Context: an optimization exercise on an open-source flow, tuned for small area, a short achievable clock period and few clock cycles per item. The choices shown serve that exercise and are no tape-out recipe. Where RTL was checked, it was by simulation tests only, not by an equivalence proof against the original. Power and IR drop assume default switching activity.

Setup of job 7539:
==> flow/design.v (excerpt) <==
module dds_freq_scaler (
    input  wire        clk,
    input  wire        rst,                 
    input  wire        in_valid,
    output wire        in_ready,
    input  wire [47:0] in_q,
    input  wire [31:0] in_ref,
    output wire        out_valid,
    input  wire        out_ready,
    output wire [27:0] out_word,
    output reg  [1:0]  out_err
);
Settings: LEC_CHECK=0, CAP_MARGIN=20, CORE_MARGIN=2, CORE_UTILIZATION=60, CTS_BUF_LIST=sky130_fd_sc_hd__clkbuf_4 sky130_fd_sc_hd__clkbuf_8, GPL_ROUTABILITY_DRIVEN=0, SLEW_MARGIN=20; clock period 10.0 ns.
standard.sh (not shown) runs the stock make flow with config.mk's settings and CLKGATE_MAP_FILE= SYNTH_SCRIPT=/design/flow/synth_recipe.tcl, a recipe that flattens the netlist after the stock synthesis.
==> flow/flow/run.sh <==
#!/bin/bash
# Standard ORFS layout (the standard.sh), with two flow knobs changed:
#  - port buffers are buf_1 cells instead of the resizer's default pick;
set -euo pipefail
export BUFFER_PORTS_ARGS="-buffer_cell sky130_fd_sc_hd__buf_1"
export SETUP_SLACK_MARGIN="${SETUP_SLACK_MARGIN_OVERRIDE:-6.9}"
bash standard.sh > standard_flow.log 2>&1
Job 7539 completed end to end with timing, DRC and antenna clean.
Testbench counts of job 7539, summed over its fixed seeds: cycles 77,100, items 2,400.
Inputs modified between job 7539 and job 9457:
# job 7539
export LEC_CHECK = 0
export CAP_MARGIN = 20
export CORE_MARGIN = 2
export CORE_UTILIZATION = 60
export CTS_BUF_LIST = sky130_fd_sc_hd__clkbuf_4 sky130_fd_sc_hd__clkbuf_8
export GPL_ROUTABILITY_DRIVEN = 0
export SLEW_MARGIN = 20
create_clock -name core_clock -period 10.0 [get_ports {clk}]
# job 9457
export LEC_CHECK = 0
export CAP_MARGIN = 20
export CORE_MARGIN = 2
export CORE_UTILIZATION = 60
export CTS_BUF_LIST = sky130_fd_sc_hd__clkbuf_8 sky130_fd_sc_hd__clkbuf_16
export CTS_CLUSTER_DIAMETER = 200
export CTS_CLUSTER_SIZE = 40
export SLEW_MARGIN = 20
create_clock -name core_clock -period 10.0 [get_ports {clk}]
diff --git a/flow/flow/run.sh b/flow/flow/run.sh
--- a/flow/flow/run.sh
+++ b/flow/flow/run.sh
@@ -6 +6 @@
-export SETUP_SLACK_MARGIN="${SETUP_SLACK_MARGIN_OVERRIDE:-6.9}"
+export SETUP_SLACK_MARGIN="${SETUP_SLACK_MARGIN_OVERRIDE:-6.8}"
==> run summary <==
The final reports for job 9457 and job 7539 show net switching power lower in the former.
Worst hold margin: job 7539 vs job 9457, no meaningful difference
Of the two values seen for master of the slowest instance on the critical path, sky130_fd_sc_hd__dfxtp_1 was produced by job 7539 and sky130_fd_sc_hd__dfxtp_4 by job 9457.
Job 9457 vs job 7539: fraction of power consumed by the clock network down in job 9457
From job 9457 to job 7539, maximum number of pins on one net before global-route repair did not move at all.
In job 9457, the critical-path maximum fanout came out 8 above the value in job 7539.
Job 7539 → job 9457: portion of the layout cell area used by non-clock buffers lost 0.36 points; aggregate routed wire length down about 0.7%.
Job 7539 has a higher overall power than job 9457.
### job 9457 -> job 8645
# job 9457
export LEC_CHECK = 0
export CAP_MARGIN = 20
export CORE_MARGIN = 2
export CORE_UTILIZATION = 60
export CTS_BUF_LIST = sky130_fd_sc_hd__clkbuf_8 sky130_fd_sc_hd__clkbuf_16
export CTS_CLUSTER_DIAMETER = 200
export CTS_CLUSTER_SIZE = 40
export SLEW_MARGIN = 20
create_clock -name core_clock -period 10.0 [get_ports {clk}]
# job 8645
export LEC_CHECK = 0
export CAP_MARGIN = 20
export CORE_MARGIN = 2
export CORE_UTILIZATION = 60
export CTS_BUF_LIST = sky130_fd_sc_hd__clkbuf_4 sky130_fd_sc_hd__clkbuf_8
export SLEW_MARGIN = 20
create_clock -name core_clock -period 10.0 [get_ports {clk}]
diff --git a/flow/flow/run.sh b/flow/flow/run.sh
--- a/flow/flow/run.sh
+++ b/flow/flow/run.sh
@@ -6 +6 @@
-export SETUP_SLACK_MARGIN="${SETUP_SLACK_MARGIN_OVERRIDE:-6.8}"
+export SETUP_SLACK_MARGIN="${SETUP_SLACK_MARGIN_OVERRIDE:-6.9}"
--- outcome ---
- Comparing job 8645 with job 9457, the power drawn by the combinational cells came out essentially unchanged.
- Between job 9457 and job 8645, the difference in area occupied by multi-input gates is negligible.
- | sequential share of cell area | higher: job 9457 |
- Min logic depth of the worst setup path including buffers across job 9457 and job 8645: job 8645
- [compare] base=job 9457 new=job 8645: worst slack at placement saw little to no change, remaining max-slew budget at the tightest pin now sits at about the same level, post-layout instance area now larger.
Setup changes, job 8645 to job 3954
diff --git a/flow/flow/run.sh b/flow/flow/run.sh
--- a/flow/flow/run.sh
+++ b/flow/flow/run.sh
@@ -6 +6 @@
-export SETUP_SLACK_MARGIN="${SETUP_SLACK_MARGIN_OVERRIDE:-6.9}"
+export SETUP_SLACK_MARGIN="${SETUP_SLACK_MARGIN_OVERRIDE:-6.8}"
Results
- Between job 8645 and job 3954, the difference in highest ir drop seen on vdd is negligible.
- Diff job 8645 -> job 3954: critical path depth moved up; minimum clock period moved up; design area moved down; switching part of the total level; core utilization moved down.
- The fraction of area in clock buffers and inverters of job 8645 and that of job 3954 are within noise of each other.
- Between job 8645 and job 3954, the cell count went down.

* * *

Another version of the RTL of dds_freq_scaler (not shown whole).
For scale: about 110 flip-flops, ~120 I/O pins, roughly 0.0066 mm² of cells after synthesis.
Design dds_freq_scaler, start of the top module:
module dds_freq_scaler (
    input  wire        clk,
    input  wire        rst,                 
    input  wire        in_valid,
    output wire        in_ready,
    input  wire [47:0] in_q,
    input  wire [31:0] in_ref,
    output wire        out_valid,
    input  wire        out_ready,
    output wire [27:0] out_word,
    output reg  [1:0]  out_err
);
Settings: LEC_CHECK=0, CAP_MARGIN=20, CORE_MARGIN=2, CORE_UTILIZATION=70, CTS_BUF_LIST=sky130_fd_sc_hd__clkbuf_2 sky130_fd_sc_hd__clkbuf_4 sky130_fd_sc_hd__clkbuf_8, SLEW_MARGIN=20; clock period 10.0 ns.
==> flow/flow/run.sh <==
#!/bin/bash
# Standard ORFS layout (the standard.sh), with two flow knobs changed:
#  - port buffers are buf_1 cells instead of the resizer's default pick;
set -euo pipefail
export BUFFER_PORTS_ARGS="-buffer_cell sky130_fd_sc_hd__buf_1"
export SETUP_SLACK_MARGIN="${SETUP_SLACK_MARGIN_OVERRIDE:-7.0}"
bash standard.sh > standard_flow.log 2>&1
The starting point produced a clean layout.
Next try:
Settings changed: CORE_UTILIZATION 70 to 60, CTS_BUF_LIST sky130_fd_sc_hd__clkbuf_2 sky130_fd_sc_hd__clkbuf_4 sky130_fd_sc_hd__clkbuf_8 to sky130_fd_sc_hd__clkbuf_4 sky130_fd_sc_hd__clkbuf_8.
Outcome:
- routed wire length decreases by 3.4%
- register-to-register slack gains 0.05 ns
- synthesized area stays the same
- design area increases by 1.9%
- worst setup slack gains 0.023 ns
- total power increases by 0.44%
- clock-buffer cell count increases by 2
Function was not checked in any run of this note: the RTL went through the layout flow alone.

-- what the ideal ports hide --
Ports are ideal in the flow. The routed layouts listed here were re-timed in OpenROAD. Step 1 assumes that a clkbuf_16 drives the clock port and a buf_2 every other input. Step 2 moves the port delays by t, midway between the first and last clock arrival at a register: inputs arrive t later, outputs are due t later. That takes back most of the time a late clock gives input paths. a / b / c = ideal / step 1 / step 2; a / b = the first two.
| run | t, ns | setup WS [ns] | hold slack, ns | worst setup path after step 2 | worst data-port slew with drivers (ns) |
|---|---|---|---|---|---|
| job 7539 | 0.407 | 6.948 / 6.916 / 6.995 | 0.470 / 0.470 / 0.470 | register to register | 0.04 |
| job 9457 | 0.406 | 6.918 / 6.900 / 6.918 | 0.470 / 0.470 / 0.470 | register to register | 0.04 |
| job 8645 | 0.407 | 6.948 / 6.916 / 6.995 | 0.470 / 0.470 / 0.470 | register to register | 0.04 |
| job 3954 | 0.411 | 6.918 / 6.895 / 6.918 | 0.470 / 0.470 / 0.470 | register to register | 0.04 |
| the first run of note 2 | 0.392 | 6.991 / 6.990 / 6.991 | 0.488 / 0.488 / 0.488 | register to register | 0.04 |
| the second run of note 2 | 0.426 | 7.013 / 6.975 / 7.039 | 0.477 / 0.477 / 0.477 | register to register | 0.04 |
After both steps setup and hold are still met in every run listed.
